This is an optimization exercise on Yosys and OpenROAD, whose aim is small area, a short achievable clock period and few clock cycles, not a production implementation. The RTL was checked by simulation tests, not by an equivalence proof against the original design.

`config.mk`:
```
export PLATFORM = sky130hd
export DESIGN_NAME = eadogm_core
export DESIGN_NICKNAME = eadogm_core
export VERILOG_FILES = /design/flow/design.v
export SDC_FILE = /design/flow/constraint.sdc
export NUM_CORES = 4
export LEC_CHECK = 0
export CAP_MARGIN = 20
export CORE_MARGIN = 2
export CORE_UTILIZATION = 40
export PLACE_DENSITY = 0.6
export SLEW_MARGIN = 20
```
`constraint.sdc`:
```
create_clock -name core_clock -period 12.0 [get_ports {clk}]
set_input_delay 2.4000 -clock core_clock [delete_from_list [all_inputs] [get_ports {clk}]]
set_output_delay 2.4000 -clock core_clock [all_outputs]
set_load 0.01 [all_outputs]
```
`design.v`:
```
module eadogm_sin_rom (
    input  wire [6:0] index,
    output reg  [6:0] data
);
    always @(*) begin
        case (index)
            7'd0: data = 7'd0;
            7'd1: data = 7'd2;
            7'd2: data = 7'd3;
            7'd3: data = 7'd5;
            7'd4: data = 7'd6;
            7'd5: data = 7'd8;
            7'd6: data = 7'd9;
            7'd7: data = 7'd11;
            7'd8: data = 7'd12;
            7'd9: data = 7'd14;
            7'd10: data = 7'd16;
            7'd11: data = 7'd17;
            7'd12: data = 7'd19;
            7'd13: data = 7'd20;
            7'd14: data = 7'd22;
            7'd15: data = 7'd23;
            7'd16: data = 7'd24;
            7'd17: data = 7'd26;
            7'd18: data = 7'd27;
            7'd19: data = 7'd29;
            7'd20: data = 7'd30;
            7'd21: data = 7'd32;
            7'd22: data = 7'd33;
            7'd23: data = 7'd34;
            7'd24: data = 7'd36;
            7'd25: data = 7'd37;
            7'd26: data = 7'd38;
            7'd27: data = 7'd39;
            7'd28: data = 7'd41;
            7'd29: data = 7'd42;
            7'd30: data = 7'd43;
            7'd31: data = 7'd44;
            7'd32: data = 7'd45;
            7'd33: data = 7'd46;
            7'd34: data = 7'd47;
            7'd35: data = 7'd48;
            7'd36: data = 7'd49;
            7'd37: data = 7'd50;
            7'd38: data = 7'd51;
            7'd39: data = 7'd52;
            7'd40: data = 7'd53;
            7'd41: data = 7'd54;
            7'd42: data = 7'd55;
            7'd43: data = 7'd56;
            7'd44: data = 7'd56;
            7'd45: data = 7'd57;
            7'd46: data = 7'd58;
            7'd47: data = 7'd59;
            7'd48: data = 7'd59;
            7'd49: data = 7'd60;
            7'd50: data = 7'd60;
            7'd51: data = 7'd61;
            7'd52: data = 7'd61;
            7'd53: data = 7'd62;
            7'd54: data = 7'd62;
            7'd55: data = 7'd62;
            7'd56: data = 7'd63;
            7'd57: data = 7'd63;
            7'd58: data = 7'd63;
            7'd59: data = 7'd64;
            7'd60: data = 7'd64;
            7'd61: data = 7'd64;
            7'd62: data = 7'd64;
            7'd63: data = 7'd64;
            7'd64: data = 7'd64;
            default: data = 7'd0;
        endcase
    end
endmodule
module eadogm_glyph_rom (
    input  wire [9:0] index,
    output reg  [6:0] data
);
    always @(*) begin
        case (index)
            10'd10: data = 7'h5F;
            10'd17: data = 7'h07;
            10'd19: data = 7'h07;
            10'd24: data = 7'h14;
            10'd25: data = 7'h7F;
            10'd26: data = 7'h14;
            10'd27: data = 7'h7F;
            10'd28: data = 7'h14;
            10'd32: data = 7'h24;
            10'd33: data = 7'h2A;
            10'd34: data = 7'h7F;
            10'd35: data = 7'h2A;
            10'd36: data = 7'h12;
            10'd40: data = 7'h23;
            10'd41: data = 7'h13;
            10'd42: data = 7'h08;
            10'd43: data = 7'h64;
            10'd44: data = 7'h62;
            10'd48: data = 7'h36;
            10'd49: data = 7'h49;
            10'd50: data = 7'h55;
            10'd51: data = 7'h22;
            10'd52: data = 7'h50;
            10'd57: data = 7'h05;
            10'd58: data = 7'h03;
            10'd65: data = 7'h1C;
            10'd66: data = 7'h22;
            10'd67: data = 7'h41;
            10'd73: data = 7'h41;
            10'd74: data = 7'h22;
            10'd75: data = 7'h1C;
            10'd80: data = 7'h08;
            10'd81: data = 7'h2A;
            10'd82: data = 7'h1C;
            10'd83: data = 7'h2A;
            10'd84: data = 7'h08;
            10'd88: data = 7'h08;
            10'd89: data = 7'h08;
            10'd90: data = 7'h3E;
            10'd91: data = 7'h08;
            10'd92: data = 7'h08;
            10'd97: data = 7'h50;
            10'd98: data = 7'h30;
            10'd104: data = 7'h08;
            10'd105: data = 7'h08;
            10'd106: data = 7'h08;
            10'd107: data = 7'h08;
            10'd108: data = 7'h08;
            10'd113: data = 7'h60;
            10'd114: data = 7'h60;
            10'd120: data = 7'h20;
            10'd121: data = 7'h10;
            10'd122: data = 7'h08;
            10'd123: data = 7'h04;
            10'd124: data = 7'h02;
            10'd128: data = 7'h3E;
            10'd129: data = 7'h51;
            10'd130: data = 7'h49;
            10'd131: data = 7'h45;
            10'd132: data = 7'h3E;
            10'd137: data = 7'h42;
            10'd138: data = 7'h7F;
            10'd139: data = 7'h40;
            10'd144: data = 7'h42;
            10'd145: data = 7'h61;
            10'd146: data = 7'h51;
            10'd147: data = 7'h49;
            10'd148: data = 7'h46;
            10'd152: data = 7'h21;
            10'd153: data = 7'h41;
            10'd154: data = 7'h45;
            10'd155: data = 7'h4B;
            10'd156: data = 7'h31;
            10'd160: data = 7'h18;
            10'd161: data = 7'h14;
            10'd162: data = 7'h12;
            10'd163: data = 7'h7F;
            10'd164: data = 7'h10;
            10'd168: data = 7'h27;
            10'd169: data = 7'h45;
            10'd170: data = 7'h45;
            10'd171: data = 7'h45;
            10'd172: data = 7'h39;
            10'd176: data = 7'h3C;
            10'd177: data = 7'h4A;
            10'd178: data = 7'h49;
            10'd179: data = 7'h49;
            10'd180: data = 7'h30;
            10'd184: data = 7'h01;
            10'd185: data = 7'h71;
            10'd186: data = 7'h09;
            10'd187: data = 7'h05;
            10'd188: data = 7'h03;
            10'd192: data = 7'h36;
            10'd193: data = 7'h49;
            10'd194: data = 7'h49;
            10'd195: data = 7'h49;
            10'd196: data = 7'h36;
            10'd200: data = 7'h06;
            10'd201: data = 7'h49;
            10'd202: data = 7'h49;
            10'd203: data = 7'h29;
            10'd204: data = 7'h1E;
            10'd209: data = 7'h36;
            10'd210: data = 7'h36;
            10'd217: data = 7'h56;
            10'd218: data = 7'h36;
            10'd225: data = 7'h08;
            10'd226: data = 7'h14;
            10'd227: data = 7'h22;
            10'd228: data = 7'h41;
            10'd232: data = 7'h14;
            10'd233: data = 7'h14;
            10'd234: data = 7'h14;
            10'd235: data = 7'h14;
            10'd236: data = 7'h14;
            10'd240: data = 7'h41;
            10'd241: data = 7'h22;
            10'd242: data = 7'h14;
            10'd243: data = 7'h08;
            10'd248: data = 7'h02;
            10'd249: data = 7'h01;
            10'd250: data = 7'h51;
            10'd251: data = 7'h09;
            10'd252: data = 7'h06;
            10'd256: data = 7'h32;
            10'd257: data = 7'h49;
            10'd258: data = 7'h79;
            10'd259: data = 7'h41;
            10'd260: data = 7'h3E;
            10'd264: data = 7'h7E;
            10'd265: data = 7'h11;
            10'd266: data = 7'h11;
            10'd267: data = 7'h11;
            10'd268: data = 7'h7E;
            10'd272: data = 7'h7F;
            10'd273: data = 7'h49;
            10'd274: data = 7'h49;
            10'd275: data = 7'h49;
            10'd276: data = 7'h36;
            10'd280: data = 7'h3E;
            10'd281: data = 7'h41;
            10'd282: data = 7'h41;
            10'd283: data = 7'h41;
            10'd284: data = 7'h22;
            10'd288: data = 7'h7F;
            10'd289: data = 7'h41;
            10'd290: data = 7'h41;
            10'd291: data = 7'h22;
            10'd292: data = 7'h1C;
            10'd296: data = 7'h7F;
            10'd297: data = 7'h49;
            10'd298: data = 7'h49;
            10'd299: data = 7'h49;
            10'd300: data = 7'h41;
            10'd304: data = 7'h7F;
            10'd305: data = 7'h09;
            10'd306: data = 7'h09;
            10'd307: data = 7'h01;
            10'd308: data = 7'h01;
            10'd312: data = 7'h3E;
            10'd313: data = 7'h41;
            10'd314: data = 7'h41;
            10'd315: data = 7'h51;
            10'd316: data = 7'h32;
            10'd320: data = 7'h7F;
            10'd321: data = 7'h08;
            10'd322: data = 7'h08;
            10'd323: data = 7'h08;
            10'd324: data = 7'h7F;
            10'd329: data = 7'h41;
            10'd330: data = 7'h7F;
            10'd331: data = 7'h41;
            10'd336: data = 7'h20;
            10'd337: data = 7'h40;
            10'd338: data = 7'h41;
            10'd339: data = 7'h3F;
            10'd340: data = 7'h01;
            10'd344: data = 7'h7F;
            10'd345: data = 7'h08;
            10'd346: data = 7'h14;
            10'd347: data = 7'h22;
            10'd348: data = 7'h41;
            10'd352: data = 7'h7F;
            10'd353: data = 7'h40;
            10'd354: data = 7'h40;
            10'd355: data = 7'h40;
            10'd356: data = 7'h40;
            10'd360: data = 7'h7F;
            10'd361: data = 7'h02;
            10'd362: data = 7'h04;
            10'd363: data = 7'h02;
            10'd364: data = 7'h7F;
            10'd368: data = 7'h7F;
            10'd369: data = 7'h04;
            10'd370: data = 7'h08;
            10'd371: data = 7'h10;
            10'd372: data = 7'h7F;
            10'd376: data = 7'h3E;
            10'd377: data = 7'h41;
            10'd378: data = 7'h41;
            10'd379: data = 7'h41;
            10'd380: data = 7'h3E;
            10'd384: data = 7'h7F;
            10'd385: data = 7'h09;
            10'd386: data = 7'h09;
            10'd387: data = 7'h09;
            10'd388: data = 7'h06;
            10'd392: data = 7'h3E;
            10'd393: data = 7'h41;
            10'd394: data = 7'h51;
            10'd395: data = 7'h21;
            10'd396: data = 7'h5E;
            10'd400: data = 7'h7F;
            10'd401: data = 7'h09;
            10'd402: data = 7'h19;
            10'd403: data = 7'h29;
            10'd404: data = 7'h46;
            10'd408: data = 7'h46;
            10'd409: data = 7'h49;
            10'd410: data = 7'h49;
            10'd411: data = 7'h49;
            10'd412: data = 7'h31;
            10'd416: data = 7'h01;
            10'd417: data = 7'h01;
            10'd418: data = 7'h7F;
            10'd419: data = 7'h01;
            10'd420: data = 7'h01;
            10'd424: data = 7'h3F;
            10'd425: data = 7'h40;
            10'd426: data = 7'h40;
            10'd427: data = 7'h40;
            10'd428: data = 7'h3F;
            10'd432: data = 7'h1F;
            10'd433: data = 7'h20;
            10'd434: data = 7'h40;
            10'd435: data = 7'h20;
            10'd436: data = 7'h1F;
            10'd440: data = 7'h7F;
            10'd441: data = 7'h20;
            10'd442: data = 7'h18;
            10'd443: data = 7'h20;
            10'd444: data = 7'h7F;
            10'd448: data = 7'h63;
            10'd449: data = 7'h14;
            10'd450: data = 7'h08;
            10'd451: data = 7'h14;
            10'd452: data = 7'h63;
            10'd456: data = 7'h03;
            10'd457: data = 7'h04;
            10'd458: data = 7'h78;
            10'd459: data = 7'h04;
            10'd460: data = 7'h03;
            10'd464: data = 7'h61;
            10'd465: data = 7'h51;
            10'd466: data = 7'h49;
            10'd467: data = 7'h45;
            10'd468: data = 7'h43;
            10'd474: data = 7'h7F;
            10'd475: data = 7'h41;
            10'd476: data = 7'h41;
            10'd480: data = 7'h02;
            10'd481: data = 7'h04;
            10'd482: data = 7'h08;
            10'd483: data = 7'h10;
            10'd484: data = 7'h20;
            10'd488: data = 7'h41;
            10'd489: data = 7'h41;
            10'd490: data = 7'h7F;
            10'd496: data = 7'h04;
            10'd497: data = 7'h02;
            10'd498: data = 7'h01;
            10'd499: data = 7'h02;
            10'd500: data = 7'h04;
            10'd504: data = 7'h40;
            10'd505: data = 7'h40;
            10'd506: data = 7'h40;
            10'd507: data = 7'h40;
            10'd508: data = 7'h40;
            10'd513: data = 7'h01;
            10'd514: data = 7'h02;
            10'd515: data = 7'h04;
            10'd520: data = 7'h20;
            10'd521: data = 7'h54;
            10'd522: data = 7'h54;
            10'd523: data = 7'h54;
            10'd524: data = 7'h78;
            10'd528: data = 7'h7F;
            10'd529: data = 7'h48;
            10'd530: data = 7'h44;
            10'd531: data = 7'h44;
            10'd532: data = 7'h38;
            10'd536: data = 7'h38;
            10'd537: data = 7'h44;
            10'd538: data = 7'h44;
            10'd539: data = 7'h44;
            10'd540: data = 7'h20;
            10'd544: data = 7'h38;
            10'd545: data = 7'h44;
            10'd546: data = 7'h44;
            10'd547: data = 7'h48;
            10'd548: data = 7'h7F;
            10'd552: data = 7'h38;
            10'd553: data = 7'h54;
            10'd554: data = 7'h54;
            10'd555: data = 7'h54;
            10'd556: data = 7'h18;
            10'd560: data = 7'h08;
            10'd561: data = 7'h7E;
            10'd562: data = 7'h09;
            10'd563: data = 7'h01;
            10'd564: data = 7'h02;
            10'd568: data = 7'h08;
            10'd569: data = 7'h14;
            10'd570: data = 7'h54;
            10'd571: data = 7'h54;
            10'd572: data = 7'h3C;
            10'd576: data = 7'h7F;
            10'd577: data = 7'h08;
            10'd578: data = 7'h04;
            10'd579: data = 7'h04;
            10'd580: data = 7'h78;
            10'd585: data = 7'h44;
            10'd586: data = 7'h7D;
            10'd587: data = 7'h40;
            10'd592: data = 7'h20;
            10'd593: data = 7'h40;
            10'd594: data = 7'h44;
            10'd595: data = 7'h3D;
            10'd601: data = 7'h7F;
            10'd602: data = 7'h10;
            10'd603: data = 7'h28;
            10'd604: data = 7'h44;
            10'd609: data = 7'h41;
            10'd610: data = 7'h7F;
            10'd611: data = 7'h40;
            10'd616: data = 7'h7C;
            10'd617: data = 7'h04;
            10'd618: data = 7'h18;
            10'd619: data = 7'h04;
            10'd620: data = 7'h78;
            10'd624: data = 7'h7C;
            10'd625: data = 7'h08;
            10'd626: data = 7'h04;
            10'd627: data = 7'h04;
            10'd628: data = 7'h78;
            10'd632: data = 7'h38;
            10'd633: data = 7'h44;
            10'd634: data = 7'h44;
            10'd635: data = 7'h44;
            10'd636: data = 7'h38;
            10'd640: data = 7'h7C;
            10'd641: data = 7'h14;
            10'd642: data = 7'h14;
            10'd643: data = 7'h14;
            10'd644: data = 7'h08;
            10'd648: data = 7'h08;
            10'd649: data = 7'h14;
            10'd650: data = 7'h14;
            10'd651: data = 7'h18;
            10'd652: data = 7'h7C;
            10'd656: data = 7'h7C;
            10'd657: data = 7'h08;
            10'd658: data = 7'h04;
            10'd659: data = 7'h04;
            10'd660: data = 7'h08;
            10'd664: data = 7'h48;
            10'd665: data = 7'h54;
            10'd666: data = 7'h54;
            10'd667: data = 7'h54;
            10'd668: data = 7'h20;
            10'd672: data = 7'h04;
            10'd673: data = 7'h3F;
            10'd674: data = 7'h44;
            10'd675: data = 7'h40;
            10'd676: data = 7'h20;
            10'd680: data = 7'h3C;
            10'd681: data = 7'h40;
            10'd682: data = 7'h40;
            10'd683: data = 7'h20;
            10'd684: data = 7'h7C;
            10'd688: data = 7'h1C;
            10'd689: data = 7'h20;
            10'd690: data = 7'h40;
            10'd691: data = 7'h20;
            10'd692: data = 7'h1C;
            10'd696: data = 7'h3C;
            10'd697: data = 7'h40;
            10'd698: data = 7'h30;
            10'd699: data = 7'h40;
            10'd700: data = 7'h3C;
            10'd704: data = 7'h44;
            10'd705: data = 7'h28;
            10'd706: data = 7'h10;
            10'd707: data = 7'h28;
            10'd708: data = 7'h44;
            10'd712: data = 7'h0C;
            10'd713: data = 7'h50;
            10'd714: data = 7'h50;
            10'd715: data = 7'h50;
            10'd716: data = 7'h3C;
            10'd720: data = 7'h44;
            10'd721: data = 7'h64;
            10'd722: data = 7'h54;
            10'd723: data = 7'h4C;
            10'd724: data = 7'h44;
            10'd729: data = 7'h08;
            10'd730: data = 7'h36;
            10'd731: data = 7'h41;
            10'd738: data = 7'h7F;
            10'd745: data = 7'h41;
            10'd746: data = 7'h36;
            10'd747: data = 7'h08;
            10'd752: data = 7'h08;
            10'd753: data = 7'h08;
            10'd754: data = 7'h2A;
            10'd755: data = 7'h1C;
            10'd756: data = 7'h08;
            10'd760: data = 7'h08;
            10'd761: data = 7'h1C;
            10'd762: data = 7'h2A;
            10'd763: data = 7'h08;
            10'd764: data = 7'h08;
            default: data = 7'h00;
        endcase
    end
endmodule
module eadogm_core (
    input  wire        clk,
    input  wire        rst,
    input  wire        cmd_valid,
    output wire        cmd_ready,
    input  wire [63:0] cmd_word,
    output wire [2:0]  err,
    output wire [3:0]  cur_page,
    output wire [6:0]  cur_col,
    output wire [7:0]  ret,
    output reg         mem_en,
    output reg         mem_we,
    output reg  [9:0]  mem_addr,
    output reg  [7:0]  mem_wdata,
    input  wire [7:0]  mem_rdata
);
    localparam [7:0] MODE_SET   = 8'h73;
    localparam [7:0] MODE_CLEAR = 8'h63;
    localparam [3:0] S_IDLE  = 4'd0;
    localparam [3:0] S_SEG   = 4'd1;
    localparam [3:0] S_WALK  = 4'd2;
    localparam [3:0] S_MUL   = 4'd3;
    localparam [3:0] S_DIV   = 4'd4;
    localparam [3:0] S_PRIME = 4'd5;
    localparam [3:0] S_TEXT  = 4'd6;
    localparam [3:0] S_LF    = 4'd7;
    localparam [3:0] S_DRAIN = 4'd8;
    localparam [3:0] S_STEPS = 4'd9;
    localparam integer EVICT_AT = 3;
    reg [3:0]  state;
    reg [2:0]  err_q;
    reg [3:0]  page_q;
    reg [6:0]  col_q;
    reg [7:0]  ret_q;
    assign cmd_ready = (state == S_IDLE);
    assign err       = err_q;
    assign cur_page  = page_q;
    assign cur_col   = col_q;
    assign ret       = ret_q;
    wire [7:0] w_op = cmd_word[7:0];
    wire [7:0] b0   = cmd_word[15:8];
    wire [7:0] b1   = cmd_word[23:16];
    wire [7:0] b2   = cmd_word[31:24];
    wire [7:0] b3   = cmd_word[39:32];
    wire [7:0] b4   = cmd_word[47:40];
    wire [7:0] b5   = cmd_word[55:48];
    wire [7:0] b6   = cmd_word[63:56];
    wire op_pix    = (w_op == 8'h01);
    wire op_point  = (w_op == 8'h02);
    wire op_hline  = (w_op == 8'h03);
    wire op_vline  = (w_op == 8'h04);
    wire op_line   = (w_op == 8'h05);
    wire op_rect   = (w_op == 8'h06);
    wire op_arc    = (w_op == 8'h07);
    wire op_putc   = (w_op == 8'h08);
    wire op_setpg  = (w_op == 8'h09);
    wire op_setcol = (w_op == 8'h0A);
    wire op_putcat = (w_op == 8'h0B);
    wire op_draw   = op_pix | op_point | op_hline | op_vline | op_line | op_rect | op_arc;
    reg [7:0] w_t, w_m;
    always @(*) begin
        w_t = 8'd0;
        w_m = b2;
        if (op_point) begin w_t = b2; w_m = b3; end
        if (op_hline | op_vline) begin w_t = b3; w_m = b4; end
        if (op_line | op_rect) begin w_t = b4; w_m = b5; end
        if (op_arc) begin w_t = b5; w_m = b6; end
    end
    wire w_tbad = (w_t > 8'd1);
    wire w_mset = (w_m == MODE_SET);
    wire w_mbad = !w_mset && (w_m != MODE_CLEAR);
    reg [7:0] w_x1, w_y1, w_x2, w_y2;
    always @(*) begin
        w_x1 = b1; w_y1 = b0; w_x2 = b1; w_y2 = b0;                           
        if (op_hline) begin w_x1 = b0; w_y1 = b2; w_x2 = b1; w_y2 = b2; end
        if (op_vline) begin w_x1 = b0; w_y1 = b1; w_x2 = b0; w_y2 = b2; end
        if (op_line)  begin w_x1 = b0; w_y1 = b1; w_x2 = b2; w_y2 = b3; end
        if (op_rect)  begin w_x1 = b0; w_y1 = b1; w_x2 = b2; w_y2 = b1; end
    end
    reg [7:0] a0, a1, a2, a3;
    reg       is_rect, is_arc;
    reg       thick;
    reg       mset;            
    reg [1:0] side;            
    reg signed [9:0] sx1, sy1, sx2, sy2;    
    reg              prev_ok;               
    wire y1_bad = sy1[9] | (sy1[8:6] != 3'd0);
    wire x1_bad = sx1[9] | (sx1[8:7] != 2'd0);
    wire y2_bad = sy2[9] | (sy2[8:6] != 3'd0);
    wire x2_bad = sx2[9] | (sx2[8:7] != 2'd0);
    wire [2:0] chk_code = y1_bad ? 3'd1 : x1_bad ? 3'd2 : y2_bad ? 3'd1 : x2_bad ? 3'd2 : 3'd0;
    wire       chk_ok   = !(y1_bad | x1_bad | y2_bad | x2_bad);
    wire [6:0] ux1 = sx1[6:0];
    wire [6:0] uy1 = sy1[6:0];
    wire [6:0] ux2 = sx2[6:0];
    wire [6:0] uy2 = sy2[6:0];
    wire [6:0] adx = (ux2 > ux1) ? (ux2 - ux1) : (ux1 - ux2);
    wire [6:0] ady = (uy2 > uy1) ? (uy2 - uy1) : (uy1 - uy2);
    wire       setup_steep = (ady > adx);
    wire [6:0] ta1 = setup_steep ? uy1 : ux1;
    wire [6:0] tb1 = setup_steep ? ux1 : uy1;
    wire [6:0] ta2 = setup_steep ? uy2 : ux2;
    wire [6:0] tb2 = setup_steep ? ux2 : uy2;
    wire       setup_swap = (ta1 > ta2);
    wire [6:0] sa1 = setup_swap ? ta2 : ta1;
    wire [6:0] sb1 = setup_swap ? tb2 : tb1;
    wire [6:0] sa2 = setup_swap ? ta1 : ta2;
    wire [6:0] sb2 = setup_swap ? tb1 : tb2;
    wire [6:0] sdx = setup_steep ? ady : adx;
    wire [6:0] sdy = setup_steep ? adx : ady;
    wire       seg_same = (ux1 == ux2) && (uy1 == uy2);
    reg [7:0] rx1, ry1, rx2, ry2;
    always @(*) begin
        case (side)
            2'd0:    begin rx1 = a0; ry1 = a3; rx2 = a2; ry2 = a3; end    
            2'd1:    begin rx1 = a0; ry1 = a1; rx2 = a0; ry2 = a3; end    
            default: begin rx1 = a2; ry1 = a1; rx2 = a2; ry2 = a3; end    
        endcase
    end
    reg [6:0]        wx, wxe, wy, wdx, wdy;
    reg signed [8:0] werr;
    reg              steep, yneg, wfirst, skipf, skipl;
    reg [4:0]        wdone;
    wire [6:0] prow = steep ? wx : wy;
    wire [6:0] pcol = steep ? wy : wx;
    wire       is_last = (wx == wxe);
    wire       skip_pt = (wfirst & skipf) | (is_last & skipl);
    wire [2:0] pg  = prow[5:3];
    wire [7:0] bit_r = 8'd1 << prow[2:0];
    wire [6:0] rowm = prow - 7'd1;
    wire [6:0] rowp = prow + 7'd1;
    wire [6:0] colm = pcol - 7'd1;
    wire [6:0] colp = pcol + 7'd1;
    reg [4:0] wvec;
    always @(*) begin
        wvec[0] = 1'b1;
        wvec[1] = thick & (steep ? (pcol != 7'd0)   : ((prow[2:0] == 3'd0) && (prow != 7'd0)));
        wvec[2] = thick & (steep ? (pcol != 7'd127) : ((prow[2:0] == 3'd7) && (prow != 7'd63)));
        wvec[3] = thick & wfirst  & (steep ? (prow != 7'd0)  : (pcol != 7'd0));
        wvec[4] = thick & is_last & (steep ? (prow != 7'd63) : (pcol != 7'd127));
        if (skip_pt) wvec = 5'd0;
    end
    wire [4:0] wpend = wvec & ~wdone;
    wire [4:0] wsel  = wpend & (~wpend + 5'd1);
    wire [4:0] wmore = wpend & ~wsel;
    reg [9:0] w_addr;
    reg [7:0] w_mask;
    always @(*) begin
        w_addr = {pg, pcol};
        w_mask = (thick & !steep) ? (bit_r | {bit_r[6:0], 1'b0} | {1'b0, bit_r[7:1]}) : bit_r;
        if (wsel[1]) begin
            if (steep) begin w_addr = {pg, colm}; w_mask = bit_r; end
            else       begin w_addr = {pg - 3'd1, pcol}; w_mask = 8'h80; end
        end
        if (wsel[2]) begin
            if (steep) begin w_addr = {pg, colp}; w_mask = bit_r; end
            else       begin w_addr = {pg + 3'd1, pcol}; w_mask = 8'h01; end
        end
        if (wsel[3]) begin
            if (steep) begin w_addr = {rowm[5:3], pcol}; w_mask = 8'd1 << rowm[2:0]; end
            else       begin w_addr = {pg, colm}; w_mask = bit_r; end
        end
        if (wsel[4]) begin
            if (steep) begin w_addr = {rowp[5:3], pcol}; w_mask = 8'd1 << rowp[2:0]; end
            else       begin w_addr = {pg, colp}; w_mask = bit_r; end
        end
    end
    wire signed [8:0] err_sub = werr - $signed({2'b00, wdy});
    reg [8:0]  dw;             
    reg [23:0] acc;            
    reg [9:0]  steps;          
    reg [8:0]  dq;             
    reg [9:0]  dr;             
    reg [9:0]  drem;           
    reg [3:0]  cnt;
    reg [8:0]  aq;             
    reg [9:0]  arem;           
    reg [9:0]  smp_left;       
    reg [1:0]  sp;             
    reg        p2_valid;       
    reg [6:0]  mag_q;
    reg        neg_q;
    wire [8:0]  w_dw = (b4 > b3) ? ({1'b0, b4} - {1'b0, b3}) : (9'd256 - {1'b0, b3} + {1'b0, b4});
    wire [16:0] dw201 = {dw, 7'd0} + {1'b0, dw, 6'd0} + {4'd0, dw, 3'd0} + {8'd0, dw};
    wire [9:0]  steps_raw = acc[23:14];
    wire [10:0] div_t  = {drem, dw[4'd8 - cnt]};
    wire        div_ge = (div_t >= {1'b0, steps});
    wire [7:0] angle     = a3 + aq[7:0];
    wire [7:0] angle_cos = angle + 8'd64;
    wire [7:0] ang_sel   = (sp == 2'd2) ? angle : angle_cos;    
    wire [6:0] sin_idx   = ang_sel[6] ? (7'd64 - {1'b0, ang_sel[5:0]}) : {1'b0, ang_sel[5:0]};
    wire [6:0] sin_mag;
    eadogm_sin_rom u_sin_rom (.index(sin_idx), .data(sin_mag));
    wire [14:0]        prod  = a2 * mag_q;
    wire signed [15:0] prods = neg_q ? -$signed({1'b0, prod}) : $signed({1'b0, prod});
    wire signed [15:0] offs  = prods >>> 6;
    wire [7:0]         ccent = (sp == 2'd2) ? a0 : a1;
    wire signed [9:0]  smp_v = $signed({2'b00, ccent}) + offs[9:0];
    wire [10:0] arem_add = {1'b0, arem} + {1'b0, dr};
    wire        arem_ge  = (arem_add >= {1'b0, steps});
    reg [6:0] tg;             
    reg [2:0] tpage;
    reg [6:0] tcol;
    reg [2:0] tshift;
    reg [2:0] tk;
    reg       tspill;
    wire [6:0] glyph_byte;
    eadogm_glyph_rom u_glyph_rom (.index({tg, tk}), .data(glyph_byte));
    wire [14:0] gshift = {8'd0, glyph_byte} << tshift;
    wire [7:0]  t_mask = tspill ? {1'b0, gshift[14:8]} : gshift[7:0];
    wire [9:0]  t_addr = {tspill ? (tpage + 3'd1) : tpage, tcol + {4'd0, tk}};
    wire [3:0] norm_page  = (page_q == 4'd8) ? 4'd0 : page_q;
    wire       col_wrap   = (col_q > 7'd121);
    wire [3:0] wrap_page  = col_wrap ? (norm_page + 4'd1) : norm_page;
    wire [3:0] glyph_page = (wrap_page == 4'd8) ? 4'd0 : wrap_page;
    wire [6:0] glyph_col  = col_wrap ? 7'd0 : col_q;
    wire char0_bad = (b0 < 8'h20) || (b0 > 8'h7F);
    wire char2_bad = (b2 < 8'h20) || (b2 > 8'h7F);
    reg        ib_valid;
    reg [9:0]  ib_addr;
    reg [7:0]  ib_mask;
    reg [3:0]  cv, crd;
    reg [9:0]  ca0, ca1, ca2, ca3;
    reg [7:0]  cm0, cm1, cm2, cm3;
    reg [1:0]  head, rp, tail;
    reg [2:0]  count;
    reg        rd_d1, rd_d2;
    reg [7:0]  cap;
    wire [9:0] ca_head = (head == 2'd0) ? ca0 : (head == 2'd1) ? ca1 : (head == 2'd2) ? ca2 : ca3;
    wire [7:0] cm_head = (head == 2'd0) ? cm0 : (head == 2'd1) ? cm1 : (head == 2'd2) ? cm2 : cm3;
    wire [9:0] ca_rp   = (rp == 2'd0) ? ca0 : (rp == 2'd1) ? ca1 : (rp == 2'd2) ? ca2 : ca3;
    wire       retire  = rd_d2;
    wire [7:0] newdata = mset ? (cap | cm_head) : (cap & ~cm_head);
    wire       do_write = retire && (newdata != cap);
    wire [3:0] head_oh  = 4'd1 << head;
    wire [3:0] rp_oh    = 4'd1 << rp;
    wire [3:0] tail_oh  = 4'd1 << tail;
    wire [3:0] hit_vec  = cv & ~(retire ? head_oh : 4'd0) &
                          {ca3 == ib_addr, ca2 == ib_addr, ca1 == ib_addr, ca0 == ib_addr};
    wire       hit      = |hit_vec;
    wire       ib_take  = ib_valid && (hit || (count != 3'd4));
    wire       alloc    = ib_valid && !hit && (count != 3'd4);
    wire       buf_free = !ib_valid || ib_take;
    wire       rp_ready = |(rp_oh & cv & ~crd);
    wire       evict_ok = (count >= EVICT_AT) || (state == S_DRAIN);
    wire       do_read  = !do_write && (state != S_LF) && rp_ready && evict_ok;
    wire [2:0] count_nx = count + {2'd0, alloc} - {2'd0, retire};
    always @(*) begin
        mem_en    = 1'b0;
        mem_we    = 1'b0;
        mem_addr  = ca_rp;
        mem_wdata = newdata;
        if (state == S_LF) begin
            mem_en    = 1'b1;
            mem_we    = 1'b1;
            mem_addr  = {tpage, tcol};
            mem_wdata = 8'd0;
        end else if (do_write) begin
            mem_en   = 1'b1;
            mem_we   = 1'b1;
            mem_addr = ca_head;
        end else if (do_read) begin
            mem_en   = 1'b1;
        end
    end
    reg        g_emit;
    reg [9:0]  g_addr;
    reg [7:0]  g_mask;
    always @(*) begin
        g_emit = 1'b0;
        g_addr = w_addr;
        g_mask = w_mask;
        if (state == S_WALK) begin
            g_emit = (wpend != 5'd0);
        end else if (state == S_TEXT) begin
            g_emit = (t_mask != 8'd0);
            g_addr = t_addr;
            g_mask = t_mask;
        end
    end
    wire g_go = !g_emit || buf_free;    
    always @(posedge clk) begin
        cap <= mem_rdata;
        if (rst) begin
            cv       <= 4'd0;
            crd      <= 4'd0;
            head     <= 2'd0;
            rp       <= 2'd0;
            tail     <= 2'd0;
            count    <= 3'd0;
            rd_d1    <= 1'b0;
            rd_d2    <= 1'b0;
            ib_valid <= 1'b0;
        end else begin
            rd_d1 <= do_read;
            rd_d2 <= rd_d1;
            count <= count_nx;
            if (hit_vec[0] && ib_valid) cm0 <= cm0 | ib_mask;
            if (hit_vec[1] && ib_valid) cm1 <= cm1 | ib_mask;
            if (hit_vec[2] && ib_valid) cm2 <= cm2 | ib_mask;
            if (hit_vec[3] && ib_valid) cm3 <= cm3 | ib_mask;
            if (alloc) begin
                case (tail)
                    2'd0: begin ca0 <= ib_addr; cm0 <= ib_mask; end
                    2'd1: begin ca1 <= ib_addr; cm1 <= ib_mask; end
                    2'd2: begin ca2 <= ib_addr; cm2 <= ib_mask; end
                    default: begin ca3 <= ib_addr; cm3 <= ib_mask; end
                endcase
                tail <= tail + 2'd1;
            end
            if (do_read) rp <= rp + 2'd1;
            if (retire) head <= head + 2'd1;
            cv  <= (cv  & ~(retire ? head_oh : 4'd0)) | (alloc ? tail_oh : 4'd0);
            crd <= (crd & ~(retire ? head_oh : 4'd0) & ~(alloc ? tail_oh : 4'd0)) | (do_read ? rp_oh : 4'd0);
            if (g_emit && buf_free) begin
                ib_valid <= 1'b1;
                ib_addr  <= g_addr;
                ib_mask  <= g_mask;
            end else if (ib_take) begin
                ib_valid <= 1'b0;
            end
        end
    end
    always @(posedge clk) begin
        if (rst) begin
            state    <= S_IDLE;
            err_q    <= 3'd0;
            page_q   <= 4'd0;
            col_q    <= 7'd0;
            ret_q    <= 8'd0;
            sp       <= 2'd0;
            p2_valid <= 1'b0;
        end else begin
            if (sp == 2'd1) begin
                mag_q <= sin_mag;
                neg_q <= angle_cos[7];
                sp    <= 2'd2;
            end else if (sp == 2'd2) begin
                if (!p2_valid || (state == S_SEG) || (state == S_PRIME)) begin
                    sx2   <= smp_v;
                    mag_q <= sin_mag;
                    neg_q <= angle[7];
                    aq    <= aq + dq + {8'd0, arem_ge};
                    arem  <= arem_ge ? (arem_add[9:0] - steps) : arem_add[9:0];
                    sp    <= 2'd3;
                end
            end else if (sp == 2'd3) begin
                sy2      <= smp_v;
                p2_valid <= 1'b1;
                mag_q    <= sin_mag;
                neg_q    <= angle_cos[7];
                smp_left <= smp_left - 10'd1;
                sp       <= (smp_left == 10'd0) ? 2'd0 : 2'd2;
            end
            case (state)
                S_IDLE: begin
                    if (cmd_valid) begin
                        a0 <= b0; a1 <= b1; a2 <= b2; a3 <= b3;
                        is_rect <= op_rect;
                        is_arc  <= op_arc;
                        thick   <= w_t[0];
                        mset    <= w_mset | !op_draw;
                        side    <= 2'd0;
                        prev_ok <= 1'b0;
                        dw      <= w_dw;
                        sx1 <= {2'b00, w_x1}; sy1 <= {2'b00, w_y1};
                        sx2 <= {2'b00, w_x2}; sy2 <= {2'b00, w_y2};
                        err_q <= 3'd0;
                        if (op_draw) begin
                            if (w_tbad) begin
                                err_q <= 3'd5;
                            end else if (w_mbad) begin
                                err_q <= 3'd4;
                            end else if (op_arc) begin
                                acc   <= 24'd0;
                                cnt   <= 4'd0;
                                state <= S_MUL;
                            end else begin
                                state <= S_SEG;
                            end
                        end else if (op_putc) begin
                            ret_q  <= b0;
                            tg     <= b0[6:0] - 7'h20;
                            tk     <= 3'd0;
                            tspill <= 1'b0;
                            tshift <= 3'd0;
                            if (b0 == 8'h0A) begin
                                tpage <= norm_page[2:0];
                                tcol  <= col_q;
                                state <= S_LF;
                            end else if (char0_bad) begin
                                err_q <= 3'd6;
                            end else begin
                                tpage  <= glyph_page[2:0];
                                tcol   <= glyph_col;
                                page_q <= glyph_page;
                                col_q  <= glyph_col + 7'd6;
                                state  <= S_TEXT;
                            end
                        end else if (op_setpg) begin
                            if (b0 >= 8'd8) err_q <= 3'd3;
                            else            page_q <= b0[3:0];
                        end else if (op_setcol) begin
                            if (b0 >= 8'd121) err_q <= 3'd2;
                            else              col_q <= b0[6:0];
                        end else if (op_putcat) begin
                            tg     <= b2[6:0] - 7'h20;
                            tk     <= 3'd0;
                            tspill <= 1'b0;
                            tshift <= b0[2:0];
                            tpage  <= b0[5:3];
                            tcol   <= b1[6:0];
                            if (b0 >= 8'd57)      err_q <= 3'd1;
                            else if (b1 >= 8'd121) err_q <= 3'd2;
                            else if (char2_bad)    err_q <= 3'd6;
                            else                   state <= S_TEXT;
                        end else begin
                            err_q <= 3'd7;
                        end
                    end
                end
                S_MUL: begin
                    acc <= {acc[22:0], 1'b0} + (a2[3'd7 - cnt[2:0]] ? {7'd0, dw201} : 24'd0);
                    cnt <= cnt + 4'd1;
                    if (cnt == 4'd7) state <= S_STEPS;
                end
                S_STEPS: begin
                    steps    <= (steps_raw == 10'd0) ? 10'd1 : steps_raw;
                    smp_left <= (steps_raw == 10'd0) ? 10'd1 : steps_raw;
                    drem     <= 10'd0;
                    dq       <= 9'd0;
                    cnt      <= 4'd0;
                    state    <= S_DIV;
                end
                S_DIV: begin
                    drem <= div_ge ? (div_t[9:0] - steps) : div_t[9:0];
                    dq   <= {dq[7:0], div_ge};
                    cnt  <= cnt + 4'd1;
                    if (cnt == 4'd8) begin
                        dr    <= div_ge ? (div_t[9:0] - steps) : div_t[9:0];
                        aq    <= 9'd0;
                        arem  <= 10'd0;
                        sp    <= 2'd1;
                        state <= S_PRIME;
                    end
                end
                S_PRIME: begin
                    if (p2_valid) begin
                        sx1 <= sx2;
                        sy1 <= sy2;
                        p2_valid <= 1'b0;
                        state <= S_SEG;
                    end
                end
                S_SEG: begin
                    if (is_arc && !p2_valid) begin
                        if (sp == 2'd0) state <= S_DRAIN;
                    end else begin
                        if (is_arc) begin
                            sx1 <= sx2;
                            sy1 <= sy2;
                            p2_valid <= 1'b0;
                            prev_ok <= chk_ok;
                        end
                        if (!chk_ok) begin
                            if (err_q == 3'd0) err_q <= chk_code;
                        end
                        steep  <= setup_steep;
                        wx     <= sa1;
                        wxe    <= sa2;
                        wy     <= sb1;
                        wdx    <= sdx;
                        wdy    <= sdy;
                        werr   <= {3'b000, sdx[6:1]};
                        yneg   <= (sb2 < sb1);
                        wfirst <= 1'b1;
                        wdone  <= 5'd0;
                        skipf  <= is_arc & prev_ok & !setup_swap;
                        skipl  <= is_arc & prev_ok & setup_swap;
                        if (chk_ok && !(is_arc && prev_ok && seg_same)) begin
                            state <= S_WALK;
                        end else begin
                            if (is_rect) begin
                                if (side == 2'd3) begin
                                    state <= S_DRAIN;
                                end else begin
                                    side <= side + 2'd1;
                                    sx1 <= {2'b00, rx1}; sy1 <= {2'b00, ry1};
                                    sx2 <= {2'b00, rx2}; sy2 <= {2'b00, ry2};
                                end
                            end else if (!is_arc) begin
                                state <= S_DRAIN;
                            end
                        end
                    end
                end
                S_WALK: begin
                    if (g_go) begin
                        if (wmore != 5'd0 && g_emit) begin
                            wdone <= wdone | wsel;
                        end else begin
                            wdone <= 5'd0;
                            if (is_last) begin
                                if (is_rect) begin
                                    if (side == 2'd3) begin
                                        state <= S_DRAIN;
                                    end else begin
                                        side <= side + 2'd1;
                                        sx1 <= {2'b00, rx1}; sy1 <= {2'b00, ry1};
                                        sx2 <= {2'b00, rx2}; sy2 <= {2'b00, ry2};
                                        state <= S_SEG;
                                    end
                                end else if (is_arc) begin
                                    state <= S_SEG;
                                end else begin
                                    state <= S_DRAIN;
                                end
                            end else begin
                                wfirst <= 1'b0;
                                wx <= wx + 7'd1;
                                if (err_sub < 0) begin
                                    wy   <= yneg ? (wy - 7'd1) : (wy + 7'd1);
                                    werr <= err_sub + $signed({2'b00, wdx});
                                end else begin
                                    werr <= err_sub;
                                end
                            end
                        end
                    end
                end
                S_TEXT: begin
                    if (g_go) begin
                        if (!tspill && tshift != 3'd0) begin
                            tspill <= 1'b1;
                        end else begin
                            tspill <= 1'b0;
                            tk     <= tk + 3'd1;
                            if (tk == 3'd4) state <= S_DRAIN;
                        end
                    end
                end
                S_LF: begin
                    tcol <= tcol + 7'd1;
                    if (tcol == 7'd127) begin
                        page_q <= {1'b0, tpage} + 4'd1;
                        col_q  <= 7'd0;
                        state  <= S_IDLE;
                    end
                end
                S_DRAIN: begin
                    if (!ib_valid && (count_nx == 3'd0)) state <= S_IDLE;
                end
                default: state <= S_IDLE;
            endcase
        end
    end
endmodule
```
`run.sh`:
```
#!/bin/bash
# synth_recipe.tcl (not shown) runs the flow's synth.tcl, then flattens the netlist and writes it again
# the make line also repeats each setting of config.mk as NAME=value (left out here)
make -C /OpenROAD-flow-scripts/flow DESIGN_CONFIG=/design/flow/config.mk WORK_HOME=/design/flow/orfs CLKGATE_MAP_FILE= SYNTH_SCRIPT=/design/flow/synth_recipe.tcl finish
```
==> summary.txt <==
==> reports/qor.csv <==
stage,metric,value,unit
synth,yosysWarningCount,3,
run_status,stop_stage,synthesis (1_2_yosys),
run_status,status,aborted with a tool error,
run_status,error,ERROR: TCL interpreter returned an error: Source files actually used in the design:,
Testbench counts, summed over its fixed seeds: cycles 295,243.
